Context: an optimization exercise on an open-source flow, tuned for small area, a short achievable clock period and few clock cycles per item. The choices shown serve that exercise and are no tape-out recipe. The RTL was checked by simulation tests, not by an equivalence proof against the original design. Power figures rest on the tool's default switching activity, not on a simulated workload.

==> design.v <==
module pite_xform (
    input  wire        clk,
    input  wire        rst_n,         
    input  wire [2:0]  cfg_op,        
    input  wire        cfg_perch,
    input  wire        cfg_chen,
    input  wire [1:0]  cfg_chsel,
    input  wire [31:0] cfg_opnd0,
    input  wire [31:0] cfg_opnd1,
    input  wire [31:0] cfg_opnd2,
    input  wire [7:0]  cfg_outmin,
    input  wire [7:0]  cfg_outmax,
    input  wire [7:0]  cfg_rmin,
    input  wire [7:0]  cfg_rmax,
    input  wire        in_valid,
    output wire        in_ready,
    input  wire [7:0]  in_data,
    input  wire [2:0]  in_tag,
    output wire        out_valid,
    input  wire        out_ready,
    output wire [7:0]  out_data
);
    parameter [8:0] CUT = 9'b0_1010_1010;
    parameter       ATYPE = 1;
    localparam integer NCUT = CUT[1]+CUT[2]+CUT[3]+CUT[4]+CUT[5]+CUT[6]+CUT[7]+CUT[8];
    localparam integer CAP = NCUT + 4;
    localparam OP_SADD   = 3'd1;
    localparam OP_SSUB   = 3'd2;
    localparam OP_SMUL   = 3'd3;
    localparam OP_SDIV   = 3'd4;
    localparam OP_CSTR   = 3'd6;
    localparam OP_BPLANE = 3'd7;
    wire acc   = in_valid & in_ready;
    reg  op_smul, op_sdiv, op_cstr, op_bp, op_ssub, op_short;
    always @(posedge clk) begin
        op_smul  <= (cfg_op == OP_SMUL);
        op_sdiv  <= (cfg_op == OP_SDIV);
        op_cstr  <= (cfg_op == OP_CSTR);
        op_bp    <= (cfg_op == OP_BPLANE);
        op_ssub  <= (cfg_op == OP_SSUB);
        op_short <= (cfg_op == OP_SADD) | (cfg_op == OP_SSUB) | (cfg_op == OP_BPLANE);
    end
    wire cstr  = op_cstr;
    wire short = op_short;
    wire [1:0]  ik   = in_tag[1:0];
    wire [31:0] in_n = !cfg_perch ? cfg_opnd0 :
                       (ik == 2'd1) ? cfg_opnd1 :
                       (ik == 2'd2) ? cfg_opnd2 : cfg_opnd0;
    wire [8:0]  in_u = {1'b0, in_data} - {1'b0, cfg_rmin};
    reg  [7:0]  v;
    reg  [2:0]  tag;
    reg         sel;
    reg  [24:0] n;
    reg         n_hi8, n_hi24, n_hi25, n_zero;
    reg  [7:0]  au;
    reg         uneg;
    reg         val0;
    always @(posedge clk) begin
        v      <= in_data;
        tag    <= in_tag;
        sel    <= !cfg_chen || (ik == cfg_chsel);
        n      <= in_n[24:0];
        n_hi8  <= |in_n[31:8];
        n_hi24 <= |in_n[31:24];
        n_hi25 <= |in_n[31:25];
        n_zero <= ~|in_n;
        au     <= in_u[8] ? (cfg_rmin - in_data) : in_u[7:0];
        uneg   <= in_u[8];
        val0   <= rst_n & acc;
    end
    wire        sub     = op_ssub;
    wire [8:0]  as9     = {1'b0, v} + {1'b0, sub ? ~n[7:0] : n[7:0]} + {8'd0, sub};
    reg  [7:0]  sh_res;
    always @(*) begin
        if (op_bp)
            sh_res = v[tag] ? 8'd255 : 8'd0;
        else if (!sel)
            sh_res = v;
        else if (sub)
            sh_res = (n_hi8 | !as9[8]) ? 8'd0 : as9[7:0];
        else
            sh_res = (n_hi8 | as9[8]) ? 8'd255 : as9[7:0];
    end
    wire [8:0]  sd_hi = {1'b0, n[24:17]} + {1'b0, v};
    reg  [25:0] a_i;      
    reg  [7:0]  m_i;      
    reg         d_i;      
    reg         f_i;      
    always @(*) begin
        a_i = {1'b0, v, 17'd0};
        m_i = 8'd0;
        d_i = 1'b0;
        f_i = 1'b0;
        if (sel) begin
            if (op_smul) begin
                a_i = 26'h001_0000;
                m_i = v;
                f_i = n_hi24 & (|v);
            end else if (n_zero) begin
                f_i = 1'b1;
            end else if (n_hi25) begin
                a_i = 26'd0;
            end else begin
                a_i = {sd_hi, n[16:0]};
                d_i = 1'b1;
            end
        end
    end
    reg  [8:0]  dout9, den9;
    reg  [7:0]  adout_r, den_r, denm_r, outmin_r;
    reg         sgn_r, degen_r;
    always @(posedge clk) begin
        dout9    <= {1'b0, cfg_outmax} - {1'b0, cfg_outmin};
        den9     <= {1'b0, cfg_rmax} - {1'b0, cfg_rmin};
        outmin_r <= cfg_outmin;
        adout_r  <= dout9[8] ? -dout9[7:0] : dout9[7:0];
        den_r    <= den9[8] ? -den9[7:0] : den9[7:0];
        denm_r   <= den9[8] ? ~den9[7:0] : den9[7:0] - 8'd1;
        sgn_r    <= dout9[8] ^ den9[8];
        degen_r  <= (den9 == 9'd0);
    end
    wire        cs_s  = sgn_r ^ uneg;
    wire [7:0]  cs_t  = cs_s ? denm_r : den_r;             
    wire [15:0] pp [0:8];
    genvar r;
    generate
        for (r = 0; r < 8; r = r + 1) begin : ppg
            assign pp[r] = au[r] ? ({8'd0, adout_r} << r) : 16'd0;
        end
    endgenerate
    assign pp[8] = {9'd0, cs_t[7:1]};
    wire [15:0] l1s0 = pp[0] ^ pp[1] ^ pp[2];
    wire [15:0] l1c0 = ((pp[0] & pp[1]) | (pp[0] & pp[2]) | (pp[1] & pp[2])) << 1;
    wire [15:0] l1s1 = pp[3] ^ pp[4] ^ pp[5];
    wire [15:0] l1c1 = ((pp[3] & pp[4]) | (pp[3] & pp[5]) | (pp[4] & pp[5])) << 1;
    wire [15:0] l1s2 = pp[6] ^ pp[7] ^ pp[8];
    wire [15:0] l1c2 = ((pp[6] & pp[7]) | (pp[6] & pp[8]) | (pp[7] & pp[8])) << 1;
    wire [15:0] l2s0 = l1s0 ^ l1c0 ^ l1s1;
    wire [15:0] l2c0 = ((l1s0 & l1c0) | (l1s0 & l1s1) | (l1c0 & l1s1)) << 1;
    wire [15:0] l2s1 = l1c1 ^ l1s2 ^ l1c2;
    wire [15:0] l2c1 = ((l1c1 & l1s2) | (l1c1 & l1c2) | (l1s2 & l1c2)) << 1;
    wire [15:0] l3s  = l2s0 ^ l2c0 ^ l2s1;
    wire [15:0] l3c  = ((l2s0 & l2c0) | (l2s0 & l2s1) | (l2c0 & l2s1)) << 1;
    wire [15:0] l4s  = l3s ^ l3c ^ l2c1;
    wire [15:0] l4c  = ((l3s & l3c) | (l3s & l2c1) | (l3c & l2c1)) << 1;
    wire [15:0] cs_h = l4s + l4c;
    wire [16:0] cs_n = {cs_h, cs_t[0]};
    reg  [25:0] a_r [0:9];
    reg  [24:0] b_r [0:9];    
    reg  [7:0]  m_r [0:9];
    reg         d_r [0:9];
    reg         f_r [0:9];
    reg         s_r [0:9];
    reg         val_r [0:9];
    always @(posedge clk) begin
        if (cstr) begin
            a_r[9] <= degen_r ? {1'b0, outmin_r, 17'd0} : {cs_n, 9'd0};
            b_r[9] <= ~{8'd0, den_r, 9'd0};
            m_r[9] <= 8'd0;
            d_r[9] <= !degen_r;
            f_r[9] <= 1'b0;
        end else begin
            a_r[9] <= a_i;
            b_r[9] <= op_sdiv ? ~n[24:0] : n[24:0];
            m_r[9] <= m_i;
            d_r[9] <= d_i;
            f_r[9] <= f_i;
        end
        s_r[9]   <= cs_s;
        val_r[9] <= rst_n & val0 & !short;
    end
    genvar j, t;
    generate
        for (j = 8; j >= 0; j = j - 1) begin : step
            localparam integer W = 25 - j;         
            wire [24:0] b_s = b_r[j+1];
            wire [7:0]  m_s = m_r[j+1];
            wire        d_s = d_r[j+1];
            wire [25:0] a_s = {a_r[j+1][25:j+1], ~b_s[j:0] & {(j+1){d_s}}};
            wire        f_s = f_r[j+1];
            wire        hz;
            if (j == 0) begin : nohi
                assign hz = 1'b1;
            end else begin : hi
                assign hz = d_s ? &b_s[24:25-j] : ~|b_s[24:25-j];
            end
            wire [W-1:0] x = b_s[W-1:0];
            wire [W-1:0] sum;
            wire         co;
            if (j == 8) begin : cmp
                assign co  = {1'b0, a_s[25:9]} >= {1'b0, ~b_s[16:0]};
                assign sum = a_s[25:9];
            end else begin : addsub
                pite_add #(.W(W), .TYPE(ATYPE)) add (.a(a_s[25:j+1]), .b(x), .ci(d_s), .s(sum), .co(co));
            end
            wire         qb  = co & hz;                        
            wire         mb;
            if (j < 8) begin : mbit
                assign mb = m_s[j];
            end else begin : nombit
                assign mb = 1'b0;
            end
            wire         ov  = co | sum[W-1] | ~hz;            
            wire         upd = (j == 8) ? 1'b0 : (d_s ? qb : mb);
            wire [25:0]  a_n;
            assign a_n[25:j+1] = upd ? sum : a_s[25:j+1];
            assign a_n[j:0] = a_s[j:0];
            wire [7:0] m_n;
            for (t = 0; t < 8; t = t + 1) begin : mm
                if (t == j) begin : q
                    assign m_n[t] = d_s ? qb : m_s[t];
                end else begin : p
                    assign m_n[t] = m_s[t];
                end
            end
            wire f_n = f_s | (d_s ? ((j == 8) & qb) : (mb & ov));
            if (CUT[j] && j > 0) begin : rg
                always @(posedge clk) begin
                    a_r[j] <= a_n; b_r[j] <= b_s; m_r[j] <= m_n;
                    d_r[j] <= d_s; f_r[j] <= f_n; s_r[j] <= s_r[j+1];
                    val_r[j] <= rst_n & val_r[j+1];
                end
            end else begin : wr
                always @(*) begin
                    a_r[j] = a_n; b_r[j] = b_s; m_r[j] = m_n;
                    d_r[j] = d_s; f_r[j] = f_n; s_r[j] = s_r[j+1];
                    val_r[j] = val_r[j+1];
                end
            end
        end
    endgenerate
    wire [25:0] a_e = a_r[0];
    wire [7:0]  q_e = m_r[0];
    wire        d_e = d_r[0];
    wire        f_e = f_r[0];
    wire        s_e = s_r[0];
    wire [8:0]  cs_up = {1'b0, outmin_r} + {1'b0, q_e};
    wire [8:0]  cs_dn = {1'b0, outmin_r} - {1'b0, q_e};
    reg  [7:0]  res;
    always @(*) begin
        if (short)
            res = sh_res;
        else if (!d_e)
            res = f_e ? 8'd255 : a_e[24:17];
        else if (!cstr)
            res = f_e ? 8'd255 : q_e;
        else if (!s_e)
            res = (f_e | cs_up[8]) ? 8'd255 : cs_up[7:0];
        else
            res = (f_e | cs_dn[8]) ? 8'd0 : cs_dn[7:0];
    end
    wire r_val = short ? val0 : val_r[0];
    localparam integer FD = CAP;
    reg  [7:0] fifo [0:FD-1];
    reg  [3:0] wp, rp, cnt;
    reg  [3:0] inflight;
    reg        rdy, nonempty;
    assign out_valid = nonempty;
    assign out_data  = fifo[rp];
    wire del   = nonempty & out_ready;
    wire [3:0] inflight_n = inflight + {3'd0, acc} - {3'd0, del};
    wire [3:0] cnt_n = cnt + {3'd0, r_val} - {3'd0, del};
    always @(posedge clk) begin
        if (r_val) fifo[wp] <= res;
        if (!rst_n) begin
            wp <= 4'd0; rp <= 4'd0; cnt <= 4'd0; nonempty <= 1'b0;
            inflight <= 4'd0; rdy <= 1'b0;
        end else begin
            if (r_val) wp <= (wp == FD-1) ? 4'd0 : wp + 4'd1;
            if (del)   rp <= (rp == FD-1) ? 4'd0 : rp + 4'd1;
            cnt <= cnt_n;
            nonempty <= r_val | (cnt > 4'd1) | ((cnt == 4'd1) & !out_ready);
            inflight <= inflight_n;
            rdy <= (inflight_n < CAP);
        end
    end
    assign in_ready = rdy;
endmodule
module pite_add #(parameter W = 8, parameter TYPE = 1) (
    input  wire [W-1:0] a,
    input  wire [W-1:0] b,
    input  wire         ci,
    output wire [W-1:0] s,
    output wire         co
);
    generate
        if (TYPE == 1 || TYPE == 2 || TYPE == 3) begin : pfx
            reg [W:0] g, p;
            integer i, l, m;
            always @(*) begin
                g = {a & b, ci};
                p = {a ^ b, 1'b0};
                if (TYPE == 1) begin
                    for (l = 1; l <= W; l = l * 2)
                        for (i = W; i >= 0; i = i - 1)
                            if ((i / l) % 2 == 1) begin
                                m = (i / l) * l - 1;
                                g[i] = g[i] | (p[i] & g[m]);
                                p[i] = p[i] & p[m];
                            end
                end else if (TYPE == 2) begin
                    for (l = 1; l <= W; l = l * 2)
                        for (i = W; i >= 0; i = i - 1)
                            if ((i + 1) % (2 * l) == 0) begin
                                g[i] = g[i] | (p[i] & g[i - l]);
                                p[i] = p[i] & p[i - l];
                            end
                    for (l = l / 2; l >= 1; l = l / 2)
                        for (i = W; i >= 0; i = i - 1)
                            if ((i + 1) % (2 * l) == l && i >= 2 * l) begin
                                g[i] = g[i] | (p[i] & g[i - l]);
                                p[i] = p[i] & p[i - l];
                            end
                end else begin
                    for (i = 1; i <= W; i = i + 1)
                        g[i] = g[i] | (p[i] & g[i - 1]);
                end
            end
            assign s  = (a ^ b) ^ g[W-1:0];
            assign co = g[W];
        end else begin : plus
            assign {co, s} = {1'b0, a} + {1'b0, b} + {{W{1'b0}}, ci};
        end
    endgenerate
endmodule
==> flow/run.sh <==
#!/bin/bash
# Layout flow: the standard flow, with its timing repair aiming at a
# setup slack of SETUP_MARGIN ns instead of 0, so that the resizer also works
# on paths that would already meet the clock period. Each tool's output is
# kept in the ORFS logs under orfs/logs; make's output goes to standard.log.
set -e
SETUP_MARGIN=7
bash standard.sh SETUP_SLACK_MARGIN=$SETUP_MARGIN finish > standard.log 2>&1
==> standard.sh <==
#!/bin/bash
# synth_recipe.tcl (not shown) runs the flow's synth.tcl, then flattens the netlist and writes it again
# the make line also repeats each setting of config.mk as NAME=value (left out here)
make -C /OpenROAD-flow-scripts/flow DESIGN_CONFIG=/design/flow/config.mk WORK_HOME=/design/flow/orfs CLKGATE_MAP_FILE= SYNTH_SCRIPT=/design/flow/synth_recipe.tcl "${@:-finish}"
==> config.mk <==
export PLATFORM = sky130hd
export DESIGN_NAME = pite_xform
export DESIGN_NICKNAME = pite_xform
export VERILOG_FILES = /design/flow/design.v
export SDC_FILE = /design/flow/constraint.sdc
export NUM_CORES = 4
export LEC_CHECK = 0
export ABC_AREA = 1
export CAP_MARGIN = 20
export CORE_MARGIN = 2
export CORE_UTILIZATION = 40
export SLEW_MARGIN = 20
==> constraint.sdc <==
create_clock -name core_clock -period 12.5 [get_ports {clk}]
set_input_delay 2.5000 -clock core_clock [delete_from_list [all_inputs] [get_ports {clk}]]
set_output_delay 2.5000 -clock core_clock [all_outputs]
set_load 0.01 [all_outputs]
==> results.py, run 1 <==
metrics = {
    "global_route": {
        "grt_pass1_wl_um": 118000,
        "antenna_found_initial": 3,
        "use_met2": 0.322,
        "overflow": 0,
        "grt_pass1_vias": 22500,
        "grt_max_degree": 43,
        "busiest_layer": "met2",
        "grt.total_usage": 0.196,
        "use_met3": 0.0347,
        "globalRouteMet1Util": 0.261,
    },
    "setup_path": {
        "reg2reg_depth": 19,
        "critPathLaunchType": "flip-flop",
        "r2r_end": "a_r[9][21]",
        "crit_type": "flip-flop to output pin",
        "path_cells": "buf_4 > clkinvlp_2 > o21ai_0 > a31oi_1 > clkdlybuf4s50_1",
        "endpoint_kind": "output pin",
        "worst_ep_arrival_time_ns": 2.80,
        "rr_startpoint": "uneg",
        "reg2reg_slack_ns": 7.46,
        "crit_slowest_cell": "clkinvlp_2",
        "required_ns": 10.00,
        "cp_max_fo": 34,
        "max_stage_delay_ns": 0.56,
    },
    "synth": {
        "async_flop_share": 0,
        "syn-cell-area_sq_um": 29500,
        "ys_ff_latch": 484,
        "avgSynthCellArea_sq_um": 7.96,
        "yosysSeqAreaShare": 0.350,
        "synth.distinct_cells": 64,
        "synthCells": 3712,
        "netlist.area_leader.share": 0.285,
        "ys.flop_type": "dfxtp_1",
        "yosys_warnings": 16,
        "synth_fp_nets": 4247,
        "yosys-top-cells-area": "dfxtp_1 (28%), ha_1 (13%), nand2_1 (9.6%), inv_1 (6.7%), edfxtp_1 (6.5%)",
        "synth_largest_area_cell": "dfxtp_1",
        "synth-edff-count": 64,
    },
    "clock_tree": {
        "clockBufferDepth": 3,
        "hold_buffers": 0,
        "cts.reportedPaths.clkPinSlew_ns": 0.06,
        "cts_root_buffer": "clkbuf_16",
        "cts_tree": "yes",
        "clkSinkCount": 484,
        "cts_buffers": 52,
        "htreeDepth": 2,
        "post-cts-setup-buffer-count": 0,
        "clkLatencyLatePin_ns": 0.61,
    },
    "sta": {
        "period_needed_ns": 5.30,
        "finalSetupViolCount": 0,
        "holdWs_ns": 0.324,
        "skew_ns": 0.0319,
        "slew_headroom": 0.340,
        "clock.fmax_mhz": 189,
        "rsz0062_at_grt": "no",
        "drv_slew": 0,
        "post-route-period-util": 0.424,
        "hold_viol_final": 0,
        "worst_pin_slew_ns": 0.988,
        "fin_setup_tns_ns": 0,
    },
    "placed_design": {
        "dp_hpwl_um": 60700,
        "numPortBuffers": 159,
        "place.gp.congestion": 0.915,
        "dp_cells": 4748,
    },
    "routing": {
        "vias": 23700,
        "wl_per_cell_um": 15.4,
        "detail_route.iter0.violations": 1449,
        "dr.pass1.iters": 5,
        "vias_per_cell": 4.88,
        "drcViolationCount": 0,
        "ant_nets": 0,
        "drt_wl_total_um": 74600,
    },
    "floorplanning": {
        "die_h_um": 276,
        "core_sq_um": 73100,
        "initial_core_util": 0.404,
        "top_level_ports": 160,
        "dieArea_sq_um": 76100,
        "die_width_um": 276,
        "rows": 99,
    },
    "pwr": {
        "power_density_nw_per_um2": 216,
        "vdd_drop_max_v": 0.000220,
        "power_leakage_uw": 0.0164,
    },
    "layout": {
        "final_util": 0.462,
        "syn_to_final_growth_pct": 14.4,
        "layout_commonest_cell": "nand2_1",
        "fin_cells": 4846,
        "layout_common_cells": "nand2_1 (755), inv_1 (525), dfxtp_1 (419)",
        "n_antenna_cell": 0,
        "drive_gt1_frac": 0.0484,
        "final_nets": 4380,
    },
    "flow_run": {
        "drv_cap": 0,
    },
    "worst_hold_path": {
        "min_to": "s_r[5]",
        "hold_class": "flip-flop to flip-flop",
        "min-delay-start": "s_r[7]",
        "whs_path_depth": 0,
    },
    "status": {
        "status": "timing/DRC/antenna clean",
    },
}
[worst max path at each step]
stage,start,to,depth (start not counted)
2_1_floorplan,in_data[0],au[7],12
3_3_place_gp,cfg_perch,n_zero,8
3_5_place_dp,cfg_perch,n_zero,8
4_1_cts,flip-flop,out_data[3],5
5_1_grt,flip-flop,out_data[0],5
6_report,flip-flop,out_data[4],5
[cell families after synthesis]
| kind of cell | Yosys count | synth area share |
|---|---|---|
| flops | 484 | 0.350 |
| compound gates | 603 | 0.115 |
| mux | 3 | 0.00102 |
| xor+xnor | 148 | 0.0439 |
| buf+inv | 636 | 0.0860 |
| simple gates | 1453 | 0.219 |
| fa+ha+maj | 385 | 0.185 |
[routing by layer]
metal | up-vias | share of wire | wire (um)
met5 | - | 0.00017 | 13
met4 | 2 | 0.032 | 2380
met3 | 130 | 0.056 | 4150
met2 | 525 | 0.46 | 33900
met1 | 10600 | 0.46 | 34100
li1 | 12400 | - | -
[critical path: cells and delay by family (launching register included)]
family | cells | cell delay, ns
buffers and inverters | 3 | 1.43
DFF | 1 | 0.31
AOI/OAI and AO/OA | 2 | 0.46
[repair_timing]
action	4_1_cts	5_1_grt
endpoints found under the setup margin	7	16
gates cloned	0	2
gates resized for setup	1	6
pin swaps	0	0
[where the power goes]
part | switching (uW) | leakage, uW | total (uW) | internal (uW)
sequential | 244 | 0.00407 | 2080 | 1830
clock | 657 | 0.000883 | 1600 | 944
combinational | 2130 | 0.0114 | 3610 | 1480
total | 3030 | 0.0164 | 7290 | 4260
[registers in the layout, indices dropped and copies added, names as in the netlist, 5 cells and up, named ones only]
signal	cells
s_r	5
outmin_r	8
den9	9
d_r	5
n	25
f_r	5
denm_r	8
adout_r	8
v	8
au	8
den_r	8
fifo	64
b_r	125
dout9	9
m_r	40
val_r	5
a_r	105
[stage by stage]
stage                     total power, uW  setup WS [ns]  instance area (sq um)
after global routing                 8000           6.98                  33800
after floorplan                      4850           8.19                  29500
after detailed placement             5720           7.02                  31900
after global placement               5680           7.25                  31900
final                                7290           7.20                  33800
after CTS                            7340           7.02                  33700
[synth_stat cells, drive strengths merged, types with 31 or more instances]
cell	number
xor2	103
nand3b	71
edfxtp	64
dfxtp	420
and2	46
nor3	31
a21oi	238
o21ai	201
clkbuf	52
nand2	782
nor2	237
xnor2	45
buf	42
o22ai	64
fa	88
nand3	213
nand4	34
ha	297
inv	535
[layout make-up]
cell class	count	area, sq um
Inverter	542	2050
Tap cell	959	1200
Clock inverter	28	300
Sequential cell	484	10300
Fill cell	7197	39300
Multi-Input combinational cell	2592	16700
Timing Repair inverter	2	12.5
Timing Repair Buffer	171	1680
Clock buffer	68	1520
Testbench counts, summed over its fixed seeds: cycles 15,741, items 14,056.
==> inputs of run 2 (changes only) <==
==> run.sh (new file) <==
#!/bin/bash
# synth_recipe.tcl (not shown) runs the flow's synth.tcl, then flattens the netlist and writes it again
# the make line also repeats each setting of config.mk as NAME=value (left out here)
make -C /OpenROAD-flow-scripts/flow DESIGN_CONFIG=/design/flow/config.mk WORK_HOME=/design/flow/orfs CLKGATE_MAP_FILE= SYNTH_SCRIPT=/design/flow/synth_recipe.tcl finish
removed: flow/run.sh
removed: standard.sh
==> run 2 against run 1 <==
- setup slack lost 0.28 ns
- largest cell class unchanged
- clock power is essentially flat
- sequential power is essentially flat
- combinational power is essentially flat
- largest power group unchanged
- flip-flop and latch count is the same
- non-clock buffer count is the same
- sequential share of layout area is essentially flat
==> results.py, run 2 <==
metrics = {
    "layout": {
        "layout_commonest_cell": "nand2_1",
        "top_regs": "b_r: 125 flops, a_r: 105 flops, fifo: 64 flops",
        "final_area_sq_um": 33800,
        "regMostFlops": "b_r",
        "fin_cells": 4844,
        "drive_gt1_frac": 0.0466,
        "final_nets": 4378,
        "final_util": 0.462,
        "syn_to_final_growth_pct": 14.3,
        "layout_common_cells": "nand2_1 (756), inv_1 (528), dfxtp_1 (420)",
        "largest_register_ffs": 125,
        "n_antenna_cell": 0,
    },
    "placed_design": {
        "numPortBuffers": 159,
        "dp_hpwl_um": 60700,
        "place.gp.congestion": 0.915,
        "place_area_sq_um": 31900,
        "dpl_worst_slack_ns": 7.02,
        "dp_cells": 4748,
    },
    "sta": {
        "post-route-period-util": 0.446,
        "finalSetupViolCount": 0,
        "skew_ns": 0.0334,
        "worst_pin_slew_ns": 0.996,
        "clock.fmax_mhz": 179,
        "postLayoutSetupSlackWorst_ns": 6.92,
        "slew_headroom": 0.335,
        "rsz0062_at_grt": "no",
        "period_needed_ns": 5.58,
        "drv_slew": 0,
        "fin_setup_tns_ns": 0,
        "hold_viol_final": 0,
    },
    "routing": {
        "drcViolationCount": 0,
        "detail_route.iter0.violations": 1371,
        "ant_nets": 0,
        "drt_wl_total_um": 74600,
        "vias": 23700,
        "dr.pass1.iters": 6,
        "vias_per_cell": 4.89,
        "wl_per_cell_um": 15.4,
    },
    "clock_tree": {
        "htreeDepth": 2,
        "ctsResizeCount": 0,
        "clockBufferDepth": 3,
        "cts_tree": "yes",
        "clkLatencyLatePin_ns": 0.61,
        "clkSinkCount": 484,
        "cts_buffers": 52,
        "cts_root_buffer": "clkbuf_16",
        "cts.reportedPaths.clkPinSlew_ns": 0.06,
        "hold_buffers": 0,
        "post-cts-setup-buffer-count": 0,
    },
    "floorplanning": {
        "dieArea_sq_um": 76100,
        "core_sq_um": 73100,
        "die_width_um": 276,
        "top_level_ports": 160,
        "die_h_um": 276,
        "initial_core_util": 0.404,
        "rows": 99,
    },
    "setup_path": {
        "crit_slowest_cell": "inv_1",
        "cp_num_cells": 7,
        "crit_type": "flip-flop to output pin",
        "critPathLaunchType": "flip-flop",
        "crit_family": "buffers and inverters",
        "path_buf_inv": 3,
        "cp_max_fo": 33,
        "worst_ep_arrival_time_ns": 3.08,
        "max_stage_delay_ns": 0.69,
        "path_cells": "buf_4 > inv_1 > o21ai_0 > o22ai_1 > nor2_1 > a31oi_1 > clkdlybuf4s50_1",
        "reg2reg_depth": 19,
        "endpoint_kind": "output pin",
        "required_ns": 10.00,
    },
    "global_route": {
        "grt_pass1_vias": 22500,
        "grt.total_usage": 0.196,
        "use_met3": 0.0347,
        "use_met2": 0.322,
        "antenna_found_initial": 3,
        "busiest_layer": "met2",
        "grt_max_degree": 43,
        "overflow": 0,
        "globalRouteMet1Util": 0.261,
        "grt_pass1_wl_um": 118000,
    },
    "synth": {
        "synth_fp_nets": 4247,
        "ys_ff_latch": 484,
        "yosys-top-cells-area": "dfxtp_1 (28%), ha_1 (13%), nand2_1 (9.6%), inv_1 (6.7%), edfxtp_1 (6.5%)",
        "synthCells": 3712,
        "synth_largest_area_cell": "dfxtp_1",
        "yosys_warnings": 16,
        "ys.flop_type": "dfxtp_1",
        "synth-edff-count": 64,
        "synth.distinct_cells": 64,
        "avgSynthCellArea_sq_um": 7.96,
        "yosysMostFrequentCell": "nand2_1",
        "synth_commonest_cells": "nand2_1 (756), inv_1 (528), dfxtp_1 (420), ha_1 (297), nor2_1 (236)",
        "netlist.area_leader.share": 0.285,
        "syn-cell-area_sq_um": 29500,
        "yosysSeqAreaShare": 0.350,
        "async_flop_share": 0,
    },
    "worst_hold_path": {
        "whs_path_depth": 0,
        "hold_class": "flip-flop to flip-flop",
    },
    "pwr": {
        "power_leakage_uw": 0.0164,
        "vdd_drop_max_v": 0.000219,
        "power_density_nw_per_um2": 216,
    },
    "flow_run": {
        "drv_cap": 0,
    },
    "status": {
        "status": "timing/DRC/antenna clean",
    },
}
[run 2: metal layers]
layer / routed length (um) / vias to the layer above
li1: - / 12400
met1: 34000 / 10600
met2: 33900 / 552
met3: 4350 / 127
met4: 2310 / 2
met5: 13 / -
[run 2: final timing paths]
path | slack [ns] | startpoint | end
setup / recovery | 6.92 | flip-flop | out_data[6]
hold / removal | 0.32 | s_r[7] | s_r[5]
setup reg to reg | 7.48 | uneg | a_r[9][21]
hold reg to reg | 0.32 | s_r[7] | s_r[5]
[run 2: stage by stage]
step	power, uW	hold WS, ns
detailed placement	5720	0.312
finish	7290	0.324
CTS	7340	0.322
global route	8000	0.329
floorplan	4850	0.310
global placement	5680	0.311
[run 2: area by class of cell]
| cell class | instances | area, sq um |
|---|---|---|
| inverter | 542 | 2040 |
| clock buffer | 68 | 1520 |
| timing repair buffer | 171 | 1680 |
| fill | 7195 | 39300 |
| sequential | 484 | 10300 |
| clock inverter | 28 | 300 |
| tap | 959 | 1200 |
| multi-input combinational | 2592 | 16700 |
[run 2: where the power goes]
part	switching (uW)	internal, uW	leakage (uW)
Sequential	244	1830	0.00407
Combinational	2130	1480	0.0114
Clock	658	944	0.000883
Total	3030	4260	0.0164
[run 2: cells by family after synthesis]
family	Yosys count	synth area share
flops	484	0.350
fa+ha+maj	385	0.185
xor+xnor	148	0.0439
buf+inv	636	0.0860
simple gates	1453	0.219
mux	3	0.00102
compound gates	603	0.115
==> inputs of run 3 (changes only) <==
--- a/design.v
+++ b/design.v
@@ -250,26 +250,32 @@
             res = (f_e | cs_dn[8]) ? 8'd0 : cs_dn[7:0];
     end
     wire r_val = short ? val0 : val_r[0];
-    localparam integer FD = CAP;
+    localparam integer FD = CAP - 1;
+    reg  [7:0] head;
+    reg        hval;
     reg  [7:0] fifo [0:FD-1];
     reg  [3:0] wp, rp, cnt;
     reg  [3:0] inflight;
-    reg        rdy, nonempty;
-    assign out_valid = nonempty;
-    assign out_data  = fifo[rp];
-    wire del   = nonempty & out_ready;
+    reg        rdy;
+    assign out_valid = hval;
+    assign out_data  = head;
+    wire del   = hval & out_ready;
+    wire hfree = !hval | out_ready;             
+    wire fne   = (cnt != 4'd0);
+    wire pop   = hfree & fne;
+    wire push  = r_val & (fne | !hfree);
     wire [3:0] inflight_n = inflight + {3'd0, acc} - {3'd0, del};
-    wire [3:0] cnt_n = cnt + {3'd0, r_val} - {3'd0, del};
     always @(posedge clk) begin
-        if (r_val) fifo[wp] <= res;
+        if (push) fifo[wp] <= res;
+        if (hfree) head <= fne ? fifo[rp] : res;
         if (!rst_n) begin
-            wp <= 4'd0; rp <= 4'd0; cnt <= 4'd0; nonempty <= 1'b0;
+            wp <= 4'd0; rp <= 4'd0; cnt <= 4'd0; hval <= 1'b0;
             inflight <= 4'd0; rdy <= 1'b0;
         end else begin
-            if (r_val) wp <= (wp == FD-1) ? 4'd0 : wp + 4'd1;
-            if (del)   rp <= (rp == FD-1) ? 4'd0 : rp + 4'd1;
-            cnt <= cnt_n;
-            nonempty <= r_val | (cnt > 4'd1) | ((cnt == 4'd1) & !out_ready);
+            if (push) wp <= (wp == FD-1) ? 4'd0 : wp + 4'd1;
+            if (pop)  rp <= (rp == FD-1) ? 4'd0 : rp + 4'd1;
+            cnt  <= cnt + {3'd0, push} - {3'd0, pop};
+            hval <= hfree ? (fne | r_val) : 1'b1;
             inflight <= inflight_n;
             rdy <= (inflight_n < CAP);
         end
==> flow/run.sh (new file) <==
#!/bin/bash
# Layout flow: the standard flow (standard.sh, ORFS make targets) with
# two changes to how the layout is made:
#  - timing repair aims at a setup slack of SETUP_MARGIN ns rather than 0,
#    so the resizer also speeds up paths that already meet the clock;
#  - the port buffers that every input and output gets are buf_1 cells.
# The clock period and constraints are the standard flow's. ORFS keeps each step's full
# tool output in orfs/logs/; make's own output goes to standard.log here.
set -e
SETUP_MARGIN=8
bash standard.sh SETUP_SLACK_MARGIN=$SETUP_MARGIN \
    "BUFFER_PORTS_ARGS=-buffer_cell sky130_fd_sc_hd__buf_1" finish > standard.log 2>&1
==> standard.sh (new file) <==
#!/bin/bash
# synth_recipe.tcl (not shown) runs the flow's synth.tcl, then flattens the netlist and writes it again
# the make line also repeats each setting of config.mk as NAME=value (left out here)
make -C /OpenROAD-flow-scripts/flow DESIGN_CONFIG=/design/flow/config.mk WORK_HOME=/design/flow/orfs CLKGATE_MAP_FILE= SYNTH_SCRIPT=/design/flow/synth_recipe.tcl "${@:-finish}"
removed: run.sh
==> run 3 against run 2 <==
- power increased by 9.7%
- core utilization grew 1.7 points
- register-to-register slack improved by 0.61 ns
- setup slack improved by 1.2 ns
- sequential share of layout area down 0.79 points
- routed wire length up 6.6%
- combinational power up 17%
- largest power group unchanged
==> results.py, run 3 <==
metrics = {
    "setup_path": {
        "reg2reg_depth": 36,
        "r2r_end": "a_r[3][22]",
        "crit_type": "flip-flop to flip-flop",
        "rr_startpoint": "b_r[5][0]",
        "max_stage_delay_ns": 0.37,
        "cp_common_cell": "nand2_2",
        "endpoint_kind": "flip-flop",
        "reg2reg_slack_ns": 8.09,
        "crit_slowest_cell": "fa_2",
        "worst_ep_arrival_time_ns": 4.90,
        "required_ns": 12.99,
        "critPathLaunchType": "flip-flop",
        "cp_max_fo": 8,
    },
    "placed_design": {
        "place_area_sq_um": 30900,
        "dpl_worst_slack_ns": 6.80,
        "dp_hpwl_um": 59300,
        "numPortBuffers": 159,
        "place.gp.congestion": 0.903,
        "dp_cells": 4735,
    },
    "routing": {
        "drcViolationCount": 0,
        "ant_nets": 0,
        "vias": 24600,
        "dr.pass1.iters": 6,
        "wl_per_cell_um": 16.1,
        "detail_route.iter0.violations": 1597,
        "drt_wl_total_um": 79500,
        "vias_per_cell": 4.98,
    },
    "clock_tree": {
        "htreeDepth": 2,
        "cts_tree": "yes",
        "cts_buffers": 53,
        "cts.reportedPaths.clkPinSlew_ns": 0.06,
        "hold_buffers": 0,
        "cts_root_buffer": "clkbuf_16",
        "clockBufferDepth": 3,
        "clkLatencyLatePin_ns": 0.61,
        "clkSinkCount": 484,
    },
    "floorplanning": {
        "dieArea_sq_um": 75700,
        "initial_core_util": 0.404,
        "die_h_um": 275,
        "core_sq_um": 72800,
        "top_level_ports": 160,
        "die_width_um": 275,
        "rows": 99,
    },
    "layout": {
        "regMostFlops": "b_r",
        "seqCellArea_sq_um": 10400,
        "largest_register_ffs": 125,
        "drive_gt1_frac": 0.121,
        "top_regs": "b_r: 125 flops, a_r: 105 flops, fifo: 56 flops",
        "multiInputGateArea_sq_um": 17700,
        "n_antenna_cell": 0,
        "fillers": 6944,
        "final_nets": 4476,
        "fin_cells": 4947,
        "final_area_sq_um": 34900,
        "layout_common_cells": "nand2_1 (769), inv_1 (532), dfxtp_1 (387)",
        "layout_commonest_cell": "nand2_1",
        "syn_to_final_growth_pct": 18.7,
    },
    "worst_hold_path": {
        "whs_path_depth": 0,
        "hold_class": "flip-flop to flip-flop",
        "min-delay-start": "m_r[9][3]",
        "min_to": "m_r[7][3]",
    },
    "synth": {
        "yosysSeqAreaShare": 0.351,
        "avgSynthCellArea_sq_um": 7.95,
        "synth_fp_nets": 4229,
        "ys.flop_type": "dfxtp_1",
        "synth_compound_area_frac": 0.112,
        "synthMuxAreaShare": 0.00208,
        "synth.distinct_cells": 64,
        "async_flop_share": 0,
        "yosysMostFrequentCell": "nand2_1",
        "synth-xor-area-share": 0.0471,
        "netlist.area_leader.share": 0.286,
        "yosys-top-cells-area": "dfxtp_1 (29%), ha_1 (13%), nand2_1 (10%), inv_1 (6.9%), edfxtp_1 (6.5%)",
        "synth_commonest_cells": "nand2_1 (803), inv_1 (541), dfxtp_1 (420), ha_1 (294), a21oi_1 (230)",
        "ys_ff_latch": 484,
        "synth_largest_area_cell": "dfxtp_1",
        "yosys_warnings": 16,
        "synth-edff-count": 64,
        "synth-simple-area-share": 0.216,
        "synthCells": 3697,
        "synth-adder-area-share": 0.185,
        "synth_top_family_by_area": "simple AND/OR/NAND/NOR gates",
        "syn-cell-area_sq_um": 29400,
    },
    "sta": {
        "drv_slew": 0,
        "hold_viol_final": 0,
        "skew_ns": 0.0240,
        "postLayoutSetupSlackWorst_ns": 8.09,
        "post-route-period-util": 0.353,
        "rsz0062_at_grt": "yes",
        "worst_pin_slew_ns": 0.976,
        "finalSetupViolCount": 0,
        "slew_headroom": 0.345,
        "period_needed_ns": 4.41,
        "clock.fmax_mhz": 227,
        "fin_setup_tns_ns": 0,
    },
    "flow_run": {
        "drv_cap": 0,
    },
    "global_route": {
        "antenna_found_initial": 1,
        "grt_pass1_wl_um": 123000,
        "grt_pass1_vias": 23200,
        "grt_max_degree": 46,
        "overflow": 0,
        "grt.total_usage": 0.203,
    },
    "pwr": {
        "switching_power_uw": 3410,
        "p_comb_frac": 0.530,
        "p_seq_frac": 0.265,
        "total_power_uw": 7990,
        "power_density_nw_per_um2": 229,
        "vdd_drop_max_v": 0.000306,
        "pwr-share-clk": 0.205,
        "sw_frac_of_total": 0.427,
        "internal_power_uw": 4580,
        "power_leakage_uw": 0.0169,
    },
    "status": {
        "status": "timing/DRC/antenna clean",
    },
}
run 3: changes by cell type in the layout (fill, tap and decap cells not counted), moves of 26 or more:
cell	delta
buf_1	+159
buf_4	+68
clkdlybuf4s50_1	-159
dfxtp_1	-33
ha_1	-26
nand3b_1	-26
nor2_1	-66
run 3: area by class of cell:
cell class	instances	share of cell area
clock buffers	79	0.0452
clock inverters	20	0.00767
inverters	551	0.0599
multi-input cells	2581	0.506
flip-flops and latches	484	0.298
well taps	959	0.0344
repair buffers	272	0.0485
repair inverters	1	0.000215
run 3: power groups by stage:
| stage | Clock, uW | Sequential (uW) | Combinational, uW |
|---|---|---|---|
| finish | 1640 | 2120 | 4240 |
| global route | 1730 | 2150 | 4840 |
| CTS | 1670 | 2110 | 3930 |
| detailed placement | 0 | 2140 | 3790 |
| global placement | 0 | 2140 | 3740 |
| floorplan | 0 | 2010 | 2980 |
run 3: cell families (layout without fill, tap and decap cells):
kind of cell	count (synthesis)	count (layout)
buffers and inverters	643	923
muxes	6	6
DFF	484	484
adders and majority gates	382	382
and+or+nand+nor	1449	1456
xor gates and xnor gates	158	158
AOI/OAI and AO/OA	575	579
run 3: layer usage:
metal | vias to the layer above | wire length, um | track usage
li1 | 12600 | - | -
met1 | 11300 | 35900 | 0.267
met2 | 605 | 38100 | 0.352
met3 | 127 | 3320 | 0.0221
met4 | 0 | 2240 | 0.0573
met5 | - | 0 | 0
run 3: what timing repair did:
action,in CTS,in global routing
setup buffers,53,44
pin swaps,23,80
endpoints found under the setup margin,97,143
resized for setup,99,207
cloned,12,4
run 3: critical path, delay by kind of cell, from the launching register on:
kind	cells	cell delay [ns]
and+or+nand+nor	26	2.11
buffers and inverters	4	0.64
DFF	1	0.34
AOI/OAI and AO/OA	4	0.52
adders and majority gates	2	0.65
run 3: stage by stage:
| step | hold slack, ns | utilization |
|---|---|---|
| final | 0.321 | 0.479 |
| after global placement | 0.311 | 0.424 |
| after detailed placement | 0.312 | 0.424 |
| after global routing | 0.321 | 0.479 |
| after floorplan | 0.310 | - |
| after CTS | 0.322 | 0.462 |
run 3: worst max-delay path by stage:
stage	from	depth (start not counted)	end
2_1_floorplan	cfg_rmin[3]	13	au[5]
5_1_grt	b_r[5][0]	36	a_r[3][11]
4_1_cts	a_r[5][5]	29	a_r[3][19]
3_3_place_gp	in_tag[0]	9	n_zero
3_5_place_dp	b_r[5][0]	36	a_r[3][11]
6_report	b_r[5][0]	36	a_r[3][22]
Testbench counts of run 3, summed over its fixed seeds: cycles 15,741, items 14,056.
==> inputs of run 4 (changes only) <==
==> flow/run.sh (replaced) <==
#!/bin/bash
# Layout flow: the standard flow (standard.sh, ORFS make targets) with
# timing repair aiming at a setup slack of SETUP_MARGIN ns rather than 0, so
# the resizer also speeds up paths that already meet the clock. The clock
# period and constraints are the standard flow's. ORFS keeps each step's full tool
# output in orfs/logs/; make's own output goes to standard.log here.
set -e
SETUP_MARGIN=8
bash standard.sh SETUP_SLACK_MARGIN=$SETUP_MARGIN finish > standard.log 2>&1
==> run 4 against run 3 <==
- largest power group unchanged
- routed wire length is 1.9% higher
- final cell count hardly changed
- count of clock-buffer cells in the layout is 3 lower
- critical path type unchanged
- sequential share of layout area is 1.0 points lower
- clock skew is 0.013 ns higher
- power is 0.97% higher
- design area is 3.5% higher
- highest routed layer is now met5
- synthesized cell count stayed put
- fmax is 3.6% lower
- register-to-register slack worse by 0.17 ns
- first-iteration DRC count is 14% lower
- largest cell class unchanged
- still clean on timing, DRC and antenna
==> results.py, run 4 <==
metrics = {
    "setup_path": {
        "max_stage_delay_ns": 0.37,
        "cp_common_cell": "nand2_2",
        "cp_num_cells": 31,
        "reg2reg_depth": 31,
        "path_buf_inv": 4,
        "cp_max_fo": 8,
        "endpoint_kind": "flip-flop",
        "worst_ep_arrival_time_ns": 5.14,
        "crit_family": "simple AND/OR/NAND/NOR gates",
        "critPathLaunchType": "flip-flop",
        "required_ns": 13.07,
        "crit_type": "flip-flop to flip-flop",
        "crit_slowest_cell": "a211oi_2",
    },
    "pwr": {
        "power_leakage_uw": 0.0173,
        "p_comb_frac": 0.535,
        "total_power_uw": 8070,
        "p_seq_frac": 0.263,
        "power_density_nw_per_um2": 223,
        "sw_frac_of_total": 0.424,
        "pwr-share-clk": 0.202,
        "internal_power_uw": 4650,
        "vdd_drop_max_v": 0.000370,
        "switching_power_uw": 3420,
    },
    "routing": {
        "detail_route.iter0.violations": 1380,
        "drcViolationCount": 0,
        "vias_per_cell": 4.99,
        "wl_per_cell_um": 16.4,
        "drt_wl_total_um": 81000,
        "dr.pass1.iters": 5,
        "ant_nets": 0,
        "vias": 24700,
    },
    "placed_design": {
        "place_area_sq_um": 31800,
        "dp_hpwl_um": 60500,
        "place.gp.congestion": 0.914,
        "numPortBuffers": 159,
    },
    "global_route": {
        "grt_pass1_vias": 23500,
        "grt_pass1_wl_um": 125000,
        "grt_max_degree": 46,
        "overflow": 0,
        "antenna_found_initial": 1,
        "grt.total_usage": 0.207,
    },
    "sta": {
        "post-route-period-util": 0.366,
        "hold_viol_final": 0,
        "worst_pin_slew_ns": 0.945,
        "fin_setup_tns_ns": 0,
        "period_needed_ns": 4.58,
        "slew_headroom": 0.368,
        "rsz0062_at_grt": "yes",
        "skew_ns": 0.0371,
        "drv_slew": 0,
        "clock.fmax_mhz": 219,
        "finalSetupViolCount": 0,
    },
    "synth": {
        "syn-cell-area_sq_um": 29400,
        "netlist.area_leader.share": 0.286,
        "synth_largest_area_cell": "dfxtp_1",
        "yosys_warnings": 16,
        "yosys-top-cells-area": "dfxtp_1 (29%), ha_1 (13%), nand2_1 (10%), inv_1 (6.9%), edfxtp_1 (6.5%)",
        "synth_fp_nets": 4229,
        "synth-edff-count": 64,
        "yosysSeqAreaShare": 0.351,
        "yosysMostFrequentCell": "nand2_1",
        "ys.flop_type": "dfxtp_1",
        "avgSynthCellArea_sq_um": 7.95,
        "synth.distinct_cells": 64,
        "ys_ff_latch": 484,
        "async_flop_share": 0,
        "synth_commonest_cells": "nand2_1 (803), inv_1 (541), dfxtp_1 (420), ha_1 (294), a21oi_1 (230)",
        "synthCells": 3697,
    },
    "layout": {
        "final_area_sq_um": 36100,
        "regMostFlops": "b_r",
        "final_nets": 4474,
        "layout_common_cells": "nand2_1 (764), inv_1 (533), dfxtp_1 (385)",
        "layout_commonest_cell": "nand2_1",
        "drive_gt1_frac": 0.130,
        "n_antenna_cell": 0,
        "final_util": 0.496,
        "syn_to_final_growth_pct": 22.8,
        "top_regs": "b_r: 125 flops, a_r: 105 flops, fifo: 56 flops",
        "largest_register_ffs": 125,
    },
    "flow_run": {
        "drv_cap": 0,
    },
    "clock_tree": {
        "clockBufferDepth": 3,
        "clkSinkCount": 484,
        "cts.reportedPaths.clkPinSlew_ns": 0.06,
        "clkLatencyLatePin_ns": 0.62,
        "cts_buffers": 53,
        "htreeDepth": 2,
        "cts_tree": "yes",
        "cts_root_buffer": "clkbuf_16",
        "hold_buffers": 0,
    },
    "floorplanning": {
        "initial_core_util": 0.404,
        "die_h_um": 275,
        "rows": 99,
        "top_level_ports": 160,
        "dieArea_sq_um": 75700,
        "die_width_um": 275,
        "core_sq_um": 72800,
    },
    "worst_hold_path": {
        "whs_path_depth": 0,
        "hold_class": "flip-flop to flip-flop",
    },
    "status": {
        "status": "timing/DRC/antenna clean",
    },
}
run 4: cell counts after synthesis:
Identical to the previous run, type by type.
run 4: final timing paths:
path,start,endpoint,slack (ns)
worst max-delay path,b_r[5][16],a_r[3][7],7.92
worst min-delay path,m_r[7][3],m_r[5][3],0.32
worst min register to register,m_r[7][3],m_r[5][3],0.32
worst max register to register,b_r[5][16],a_r[3][7],7.92
run 4: cell families (layout without fill, tap and decap cells):
logic type / count (synthesis) / after routing / share of synthesized area
mux: 6 / 6 / 0.00208
simple gates: 1449 / 1457 / 0.216
buf+inv: 643 / 918 / 0.0857
fa+ha+maj: 382 / 382 / 0.185
compound gates: 575 / 581 / 0.112
xor+xnor: 158 / 158 / 0.0471
flops: 484 / 484 / 0.351
run 4: area by class of cell:
class | count | area (sq um)
inverters | 551 | 2090
repair buffers | 266 | 2690
flip-flops and latches | 484 | 10400
clock inverters | 23 | 285
repair inverters | 2 | 15.0
clock buffers | 76 | 1580
well taps | 959 | 1200
fillers | 6883 | 36700
multi-input cells | 2584 | 17900
run 4: layer usage:
metal  up-vias  GRT usage  share of wire  routed length (um)
li1      12600          -              -                   -
met1     11300      0.268           0.44               35900
met2       636      0.356           0.47               38300
met3       174     0.0273          0.046                3750
met4         2     0.0669          0.037                3040
met5         -          0        0.00016                  13
run 4: timing repair:
| item | CTS | global route |
|---|---|---|
| cloned | 15 | 7 |
| setup buffers | 29 | 59 |
| setup endpoints to repair | 132 | 145 |
| pin swaps | 23 | 107 |
| hold endpoints to repair | 0 | 0 |
| resized for setup | 103 | 228 |
run 4: power by group through the flow:
stage	clock network, uW	registers [uW]	logic [uW]
detailed placement	0	2140	3820
global route	1730	2150	4900
CTS	1670	2110	3960
global placement	0	2140	3770
floorplan	0	2010	2980
finish	1630	2120	4320
run 4: through the flow:
step	hold WS, ns	std cells	worst slack, ns
CTS	0.322	4878	8.00
global route	0.329	4945	7.71
detailed placement	0.313	4735	6.72
finish	0.324	4945	7.92
global placement	0.311	4735	6.90
floorplan	0.310	3697	8.15
==> inputs of run 5 (changes only) <==
--- a/design.v
+++ b/design.v
@@ -20,7 +20,7 @@
     input  wire        out_ready,
     output wire [7:0]  out_data
 );
-    parameter [8:0] CUT = 9'b0_1010_1010;
+    parameter [8:0] CUT = 9'b0_0101_0100;
     parameter       ATYPE = 1;
     localparam integer NCUT = CUT[1]+CUT[2]+CUT[3]+CUT[4]+CUT[5]+CUT[6]+CUT[7]+CUT[8];
     localparam integer CAP = NCUT + 4;
@@ -106,16 +106,15 @@
             end
         end
     end
-    reg  [8:0]  dout9, den9;
+    wire [8:0]  dout9 = {1'b0, cfg_outmax} - {1'b0, cfg_outmin};
+    wire [8:0]  den9  = {1'b0, cfg_rmax} - {1'b0, cfg_rmin};
     reg  [7:0]  adout_r, den_r, denm_r, outmin_r;
     reg         sgn_r, degen_r;
     always @(posedge clk) begin
-        dout9    <= {1'b0, cfg_outmax} - {1'b0, cfg_outmin};
-        den9     <= {1'b0, cfg_rmax} - {1'b0, cfg_rmin};
         outmin_r <= cfg_outmin;
         adout_r  <= dout9[8] ? -dout9[7:0] : dout9[7:0];
         den_r    <= den9[8] ? -den9[7:0] : den9[7:0];
-        denm_r   <= den9[8] ? ~den9[7:0] : den9[7:0] - 8'd1;
+        denm_r   <= den_r - 8'd1;
         sgn_r    <= dout9[8] ^ den9[8];
         degen_r  <= (den9 == 9'd0);
     end
@@ -234,8 +233,12 @@
     wire        d_e = d_r[0];
     wire        f_e = f_r[0];
     wire        s_e = s_r[0];
-    wire [8:0]  cs_up = {1'b0, outmin_r} + {1'b0, q_e};
-    wire [8:0]  cs_dn = {1'b0, outmin_r} - {1'b0, q_e};
+    wire [8:0]  up0 = {1'b0, outmin_r} + {1'b0, q_e[7:1], 1'b0};
+    wire [8:0]  up1 = {1'b0, outmin_r} + {1'b0, q_e[7:1], 1'b1};
+    wire [8:0]  dn0 = {1'b0, outmin_r} - {1'b0, q_e[7:1], 1'b0};
+    wire [8:0]  dn1 = {1'b0, outmin_r} - {1'b0, q_e[7:1], 1'b1};
+    wire [7:0]  cs0 = s_e ? ((f_e | dn0[8]) ? 8'd0 : dn0[7:0]) : ((f_e | up0[8]) ? 8'd255 : up0[7:0]);
+    wire [7:0]  cs1 = s_e ? ((f_e | dn1[8]) ? 8'd0 : dn1[7:0]) : ((f_e | up1[8]) ? 8'd255 : up1[7:0]);
     reg  [7:0]  res;
     always @(*) begin
         if (short)
@@ -244,10 +247,8 @@
             res = f_e ? 8'd255 : a_e[24:17];
         else if (!cstr)
             res = f_e ? 8'd255 : q_e;
-        else if (!s_e)
-            res = (f_e | cs_up[8]) ? 8'd255 : cs_up[7:0];
         else
-            res = (f_e | cs_dn[8]) ? 8'd0 : cs_dn[7:0];
+            res = q_e[0] ? cs1 : cs0;
     end
     wire r_val = short ? val0 : val_r[0];
     localparam integer FD = CAP - 1;
==> flow/run.sh (replaced) <==
#!/bin/bash
# Layout flow: the standard flow (standard.sh, ORFS make targets) with
# two changes to how the layout is made:
#  - timing repair aims at a setup slack of SETUP_MARGIN ns rather than 0,
#    so the resizer also speeds up paths that already meet the clock;
#  - the port buffers that every input and output gets are buf_1 cells.
# The clock period and constraints are the standard flow's. ORFS keeps each step's full
# tool output in orfs/logs/; make's own output goes to standard.log here.
set -e
SETUP_MARGIN=8
bash standard.sh SETUP_SLACK_MARGIN=$SETUP_MARGIN \
    "BUFFER_PORTS_ARGS=-buffer_cell sky130_fd_sc_hd__buf_1" finish > standard.log 2>&1
==> run 5 against run 4 <==
- clock skew down 0.0075 ns
- core utilization increased by 1.1 points
- register-to-register slack got worse by 0.03 ns
- still clean
- critical path type unchanged
==> results.py, run 5 <==
metrics = {
    "sta": {
        "clock.fmax_mhz": 217,
        "worst_pin_slew_ns": 1.02,
        "rsz0062_at_grt": "yes",
        "post-route-period-util": 0.369,
        "hold_viol_final": 0,
        "finalSetupViolCount": 0,
        "drv_slew": 0,
        "period_needed_ns": 4.61,
        "fin_setup_tns_ns": 0,
        "skew_ns": 0.0296,
        "slew_headroom": 0.322,
    },
    "synth": {
        "synth_fp_nets": 4105,
        "ys.flop_type": "dfxtp_1",
        "async_flop_share": 0,
        "ys_ff_latch": 399,
        "synth-xor-area-share": 0.0500,
        "yosysMostFrequentCell": "nand2_1",
        "synthMuxAreaShare": 0.00182,
        "synth_commonest_cells": "nand2_1 (773), inv_1 (540), dfxtp_1 (343), ha_1 (294), a21oi_1 (230)",
        "syn-cell-area_sq_um": 27500,
        "synth_top_family_by_area": "simple AND/OR/NAND/NOR gates",
        "yosys-top-cells-area": "dfxtp_1 (25%), ha_1 (13%), nand2_1 (11%), inv_1 (7.4%), fa_1 (6.6%)",
        "synth-simple-area-share": 0.218,
        "avgSynthCellArea_sq_um": 7.70,
        "netlist.area_leader.share": 0.250,
        "yosysSeqAreaShare": 0.311,
        "synth.distinct_cells": 60,
        "synth-edff-count": 56,
        "synthCells": 3571,
        "synth-adder-area-share": 0.199,
        "synth_compound_area_frac": 0.128,
        "synth_largest_area_cell": "dfxtp_1",
        "yosys_warnings": 16,
    },
    "setup_path": {
        "max_stage_delay_ns": 0.36,
        "path_buf_inv": 4,
        "crit_slowest_cell": "dfxtp_4",
        "cp_max_fo": 6,
        "endpoint_kind": "flip-flop",
        "critPathLaunchType": "flip-flop",
        "required_ns": 12.94,
        "crit_type": "flip-flop to flip-flop",
        "worst_ep_arrival_time_ns": 5.05,
        "cp_common_cell": "nand2_2",
        "crit_family": "simple AND/OR/NAND/NOR gates",
    },
    "floorplanning": {
        "core_sq_um": 68300,
        "top_level_ports": 160,
        "die_h_um": 266,
        "initial_core_util": 0.402,
        "dieArea_sq_um": 70800,
        "rows": 96,
        "die_width_um": 266,
    },
    "routing": {
        "vias_per_cell": 5.10,
        "ant_nets": 0,
        "drt_wl_total_um": 81200,
        "drcViolationCount": 0,
        "vias": 24600,
        "detail_route.iter0.violations": 1516,
        "wl_per_cell_um": 16.8,
        "dr.pass1.iters": 6,
    },
    "layout": {
        "n_antenna_cell": 0,
        "layout_commonest_cell": "nand2_1",
        "syn_to_final_growth_pct": 25.9,
        "top_regs": "b_r: 100 flops, a_r: 83 flops, fifo: 48 flops",
        "regMostFlops": "b_r",
        "final_util": 0.506,
        "drive_gt1_frac": 0.196,
        "largest_register_ffs": 100,
        "layout_common_cells": "nand2_1 (678), inv_1 (520), dfxtp_1 (293)",
        "final_nets": 4447,
    },
    "clock_tree": {
        "hold_buffers": 0,
        "cts_root_buffer": "clkbuf_16",
        "cts_buffers": 44,
        "cts_tree": "yes",
        "cts.reportedPaths.clkPinSlew_ns": 0.06,
        "clkSinkCount": 399,
        "htreeDepth": 2,
        "clkLatencyLatePin_ns": 0.60,
        "clockBufferDepth": 3,
    },
    "status": {
        "status": "timing/DRC/antenna clean",
    },
    "global_route": {
        "antenna_found_initial": 0,
        "overflow": 0,
        "grt.total_usage": 0.215,
        "grt_pass1_vias": 23200,
        "grt_pass1_wl_um": 122000,
        "grt_max_degree": 42,
    },
    "placed_design": {
        "place.gp.congestion": 0.920,
        "numPortBuffers": 159,
        "dp_hpwl_um": 58000,
    },
    "pwr": {
        "vdd_drop_max_v": 0.000262,
        "power_leakage_uw": 0.0165,
        "power_density_nw_per_um2": 226,
        "total_power_uw": 7840,
    },
    "flow_run": {
        "drv_cap": 0,
    },
    "worst_hold_path": {
        "hold_class": "flip-flop to flip-flop",
    },
}
## run 5: changes by cell type after synthesis, moves of 18 or more
cell / before / now
dfxtp_1: 420 / 343
nand2_1: 803 / 773
nand2_2: 20 / 39
nand3_1: 223 / 181
nand4_1: 40 / 19
nor2_1: 184 / 202
## run 5: power by group
group / leakage (uW) / internal (uW) / switching, uW
Clock: 0.000748 / 818 / 543
Combinational: 0.0124 / 2010 / 2670
Sequential: 0.00338 / 1550 / 246
## run 5: layout make-up
| cell class | count | area, sq um |
|---|---|---|
| Clock buffer | 63 | 1320 |
| Clock inverter | 17 | 214 |
| Fill cell | 6419 | 33700 |
| Inverter | 554 | 2150 |
| Multi-Input combinational cell | 2536 | 18600 |
| Sequential cell | 399 | 8650 |
| Tap cell | 882 | 1100 |
| Timing Repair Buffer | 373 | 2540 |
| Timing Repair inverter | 5 | 55.1 |
## run 5: timing repair
item,4_1_cts,5_1_grt
pin swaps,78,215
setup endpoints to repair,141,155
gates cloned,14,3
buffers inserted,117,84
gates resized for setup,231,346
## run 5: metal layers
layer / share of wire / track usage
met5: 0 / 0
met4: 0.043 / 0.0703
met3: 0.046 / 0.0304
met2: 0.47 / 0.369
met1: 0.44 / 0.276
## run 5: worst paths after layout
check                   from  endpoint  slack, ns  cells after the start
setup / recovery  b_r[2][20]   head[5]       7.89                     31
setup reg to reg  b_r[2][20]   head[5]       7.89                     31
hold / removal        s_r[4]    s_r[2]       0.32                      0
hold reg to reg       s_r[4]    s_r[2]       0.32                      0
## run 5: metrics by stage
step / area [sq um] / hold WS, ns / setup WS (ns) / std cells
2_1_floorplan: 27500 / 0.310 / 8.01 / 3571
3_3_place_gp: 28800 / 0.311 / 6.14 / 4531
3_5_place_dp: 28800 / 0.312 / 6.07 / 4531
4_1_cts: 32400 / 0.327 / 7.98 / 4742
5_1_grt: 34600 / 0.330 / 7.71 / 4829
6_report: 34600 / 0.323 / 7.89 / 4829
## run 5: cells by family (layout without fill, tap and decap cells)
| logic type | after synthesis | after routing |
|---|---|---|
| and+or+nand+nor | 1374 | 1379 |
| buffers and inverters | 644 | 1012 |
| AOI/OAI and AO/OA | 608 | 611 |
| DFF | 399 | 399 |
| adders and majority gates | 384 | 384 |
| xor gates and xnor gates | 157 | 157 |
| muxes | 5 | 5 |
Testbench counts of run 5, summed over its fixed seeds: cycles 15,596, items 14,056.
==> inputs of run 6 (changes only) <==
--- a/flow/run.sh
+++ b/flow/run.sh
@@ -7,6 +7,6 @@
 # The clock period and constraints are the standard flow's. ORFS keeps each step's full
 # tool output in orfs/logs/; make's own output goes to standard.log here.
 set -e
-SETUP_MARGIN=8
+SETUP_MARGIN=9
 bash standard.sh SETUP_SLACK_MARGIN=$SETUP_MARGIN \
     "BUFFER_PORTS_ARGS=-buffer_cell sky130_fd_sc_hd__buf_1" finish > standard.log 2>&1
--- a/config.mk
+++ b/config.mk
@@ -9,4 +9,5 @@
 export CAP_MARGIN = 20
 export CORE_MARGIN = 2
 export CORE_UTILIZATION = 40
+export CTS_BUF_LIST = sky130_fd_sc_hd__clkbuf_4 sky130_fd_sc_hd__clkbuf_8
 export SLEW_MARGIN = 20
==> run 6 against run 5 <==
- still clean on timing, DRC and antenna
- sequential share of layout area shrank 1.7 points
- fmax rose by 2.5%
- non-clock buffer count rose by 87
- flip-flop and latch count unchanged
- sequential power is essentially flat
- global-route usage rose by 1.2 points
- first-iteration DRC count increased by 6.2%
- count of clock-buffer cells in the layout grew 38
- synthesized cell count did not move
- via count increased by 3.5%
- clock power shrank 4%
==> results.py, run 6 <==
metrics = {
    "global_route": {
        "grt_pass1_wl_um": 128000,
        "grt_pass1_vias": 24200,
        "overflow": 0,
        "grt.total_usage": 0.227,
        "antenna_found_initial": 4,
        "grt_max_degree": 42,
    },
    "clock_tree": {
        "hold_buffers": 0,
        "clkLatencyLatePin_ns": 0.67,
        "cts_buffers": 70,
        "clkSinkCount": 399,
        "cts_root_buffer": "clkbuf_8",
        "cts.reportedPaths.clkPinSlew_ns": 0.06,
        "htreeDepth": 3,
        "cts_tree": "yes",
        "clockBufferDepth": 3,
    },
    "placed_design": {
        "numPortBuffers": 159,
        "dp_hpwl_um": 59600,
        "place.gp.congestion": 0.912,
    },
    "setup_path": {
        "endpoint_kind": "flip-flop",
        "worst_ep_arrival_time_ns": 4.90,
        "crit_slowest_cell": "fa_2",
        "cp_common_cell": "nand2_1",
        "max_stage_delay_ns": 0.39,
        "cp_max_fo": 7,
        "required_ns": 12.90,
        "crit_type": "flip-flop to flip-flop",
        "critPathLaunchType": "flip-flop",
    },
    "floorplanning": {
        "rows": 96,
        "dieArea_sq_um": 70800,
        "core_sq_um": 68300,
        "initial_core_util": 0.402,
        "die_width_um": 266,
        "top_level_ports": 160,
        "die_h_um": 266,
    },
    "sta": {
        "drv_slew": 0,
        "slew_headroom": 0.307,
        "post-route-period-util": 0.360,
        "hold_viol_final": 0,
        "finalSetupViolCount": 0,
        "skew_ns": 0.0499,
        "worst_pin_slew_ns": 1.04,
        "clock.fmax_mhz": 222,
        "rsz0062_at_grt": "yes",
        "period_needed_ns": 4.50,
        "fin_setup_tns_ns": 0,
    },
    "routing": {
        "top_layer": "met5",
        "met1_length_um": 36200,
        "dr_wl_met3_um": 4260,
        "drt_wl_total_um": 85200,
        "vias_per_cell": 5.12,
        "vias": 25500,
        "ant_nets": 0,
        "detail_route.iter0.violations": 1610,
        "wl_per_cell_um": 17.1,
        "drcViolationCount": 0,
        "dr.pass1.iters": 12,
        "dr_wl_met2_um": 40800,
    },
    "layout": {
        "fillers": 6038,
        "largest_register_ffs": 100,
        "layout_common_cells": "nand2_1 (607), inv_1 (483), dfxtp_1 (288)",
        "regMostFlops": "b_r",
        "top_regs": "b_r: 100 flops, a_r: 83 flops, fifo: 48 flops",
        "final_nets": 4570,
        "layout_commonest_cell": "nand2_1",
        "drive_gt1_frac": 0.292,
        "syn_to_final_growth_pct": 35.8,
    },
    "synth": {
        "synthMuxAreaShare": 0.00182,
        "async_flop_share": 0,
        "synth_fp_nets": 4105,
        "synth_top_family_by_area": "simple AND/OR/NAND/NOR gates",
        "synthCells": 3571,
        "synth_compound_area_frac": 0.128,
        "ys_ff_latch": 399,
        "syn-cell-area_sq_um": 27500,
        "yosysMostFrequentCell": "nand2_1",
        "synth-xor-area-share": 0.0500,
        "synth-simple-area-share": 0.218,
        "synth_largest_area_cell": "dfxtp_1",
        "yosysSeqAreaShare": 0.311,
        "synth-adder-area-share": 0.199,
        "yosys_warnings": 16,
        "synth-edff-count": 56,
        "yosys-top-cells-area": "dfxtp_1 (25%), ha_1 (13%), nand2_1 (11%), inv_1 (7.4%), fa_1 (6.6%)",
        "synth_commonest_cells": "nand2_1 (773), inv_1 (540), dfxtp_1 (343), ha_1 (294), a21oi_1 (230)",
        "avgSynthCellArea_sq_um": 7.70,
        "netlist.area_leader.share": 0.250,
        "ys.flop_type": "dfxtp_1",
        "synth.distinct_cells": 60,
    },
    "pwr": {
        "power_leakage_uw": 0.0174,
        "vdd_drop_max_v": 0.000341,
        "total_power_uw": 8790,
        "power_density_nw_per_um2": 235,
    },
    "status": {
        "status": "timing/DRC/antenna clean",
    },
    "flow_run": {
        "drv_cap": 0,
    },
    "worst_hold_path": {
        "hold_class": "flip-flop to flip-flop",
    },
}
[run 6: worst paths after layout]
kind | start | cells after the start | slack, ns | to
hold reg to reg | m_r[4][7] | 0 | 0.32 | m_r[2][7]
setup / recovery | d_r[2] | 31 | 8.00 | head[3]
setup reg to reg | d_r[2] | 31 | 8.00 | head[3]
hold / removal | m_r[4][7] | 0 | 0.32 | m_r[2][7]
[run 6: where the power goes]
group | total, uW | switching, uW | leakage, uW | internal (uW)
combinational | 5670 | 3040 | 0.0132 | 2630
clock | 1310 | 551 | 0.000800 | 760
sequential | 1800 | 248 | 0.00339 | 1550
total | 8790 | 3840 | 0.0174 | 4950
[run 6: kinds of logic (layout without fill, tap and decap cells)]
logic type	Yosys count	in the layout
XOR/XNOR	157	157
other	0	1
multiplexers	5	5
flip-flops	399	399
buffers and inverters	644	1148
AO/OA/AOI/OAI	608	612
adder cells (fa/ha/maj)	384	384
AND/OR/NAND/NOR	1374	1383
[run 6: metrics by stage]
stage          hold WS, ns  worst slack (ns)  area, sq um  utilization  cells
6_report             0.323              8.00        37300        0.546   4971
4_1_cts              0.324              8.12        35300        0.517   4880
3_5_place_dp         0.312              6.76        30000        0.439   4529
5_1_grt              0.331              7.70        37300        0.546   4971
2_1_floorplan        0.310              8.22        28900            -   3571
3_3_place_gp         0.310              6.84        30000        0.439   4529
[run 6: layer usage]
| layer | vias up | global-route usage |
|---|---|---|
| li1 | 12600 | - |
| met1 | 11900 | 0.286 |
| met2 | 774 | 0.388 |
| met3 | 239 | 0.0336 |
| met4 | 2 | 0.0923 |
| met5 | - | 0 |
[run 6: critical path: cells and delay by family, from the launching register on]
| kind | cells | cell delay, ns |
|---|---|---|
| flip-flops | 1 | 0.35 |
| AND/OR/NAND/NOR | 25 | 2.43 |
| buffers and inverters | 1 | 0.16 |
| adder cells (fa/ha/maj) | 2 | 0.62 |
| AO/OA/AOI/OAI | 3 | 0.66 |
[run 6: final cells by class]
cell class / count / area, sq um / share of cell area
diodes: 1 / 2.50 / 0.0000671
clock buffers: 101 / 1260 / 0.0339
clock inverters: 23 / 272 / 0.00728
inverters: 554 / 2260 / 0.0605
multi-input cells: 2541 / 20100 / 0.539
flip-flops and latches: 399 / 8690 / 0.233
well taps: 882 / 1100 / 0.0296
repair buffers: 460 / 3470 / 0.0931
repair inverters: 10 / 123 / 0.00329
[run 6: timing repair]
action / in CTS / in global routing
buffers inserted: 204 / 86
pin swaps: 212 / 195
setup endpoints to repair: 210 / 181
endpoints found under the hold margin: 0 / 0
cloned: 23 / 4
gates resized for setup: 433 / 313

## what the ideal ports hide
How much do the figures lean on ideal ports? The routed layouts below were timed once more, with nothing changed but the port constraints.
Step 1: set_driving_cell puts a clkbuf_16 on clk and a buf_2 on each other input, an assumption about the parent block.
Step 2, shift: input delay + t, output delay - t, t = (earliest + latest rising clock arrival at the registers) / 2. This alone moves slack from input paths to output paths.
a / b / c = ideal / step 1 / step 2; a / b = the first two.
| run | shift t [ns] | setup slack, ns | worst setup path after step 2 |
|---|---|---|---|
| run 1 | 0.667 | 7.204 / 7.134 / 7.276 | input to register |
| run 2 | 0.666 | 6.921 / 6.851 / 7.277 | input to register |
| run 3 | 0.663 | 8.092 / 8.092 / 7.556 | input to register |
| run 4 | 0.670 | 7.925 / 7.925 / 7.497 | input to register |
| run 5 | 0.647 | 7.892 / 7.892 / 7.487 | input to register |
| run 6 | 0.713 | 8.003 / 8.003 / 7.822 | input to register |
After both steps every run listed still meets setup and hold. The setup slack of run 3, which loses most, moves by 0.000 ns with the drivers and by -0.536 ns with both steps.
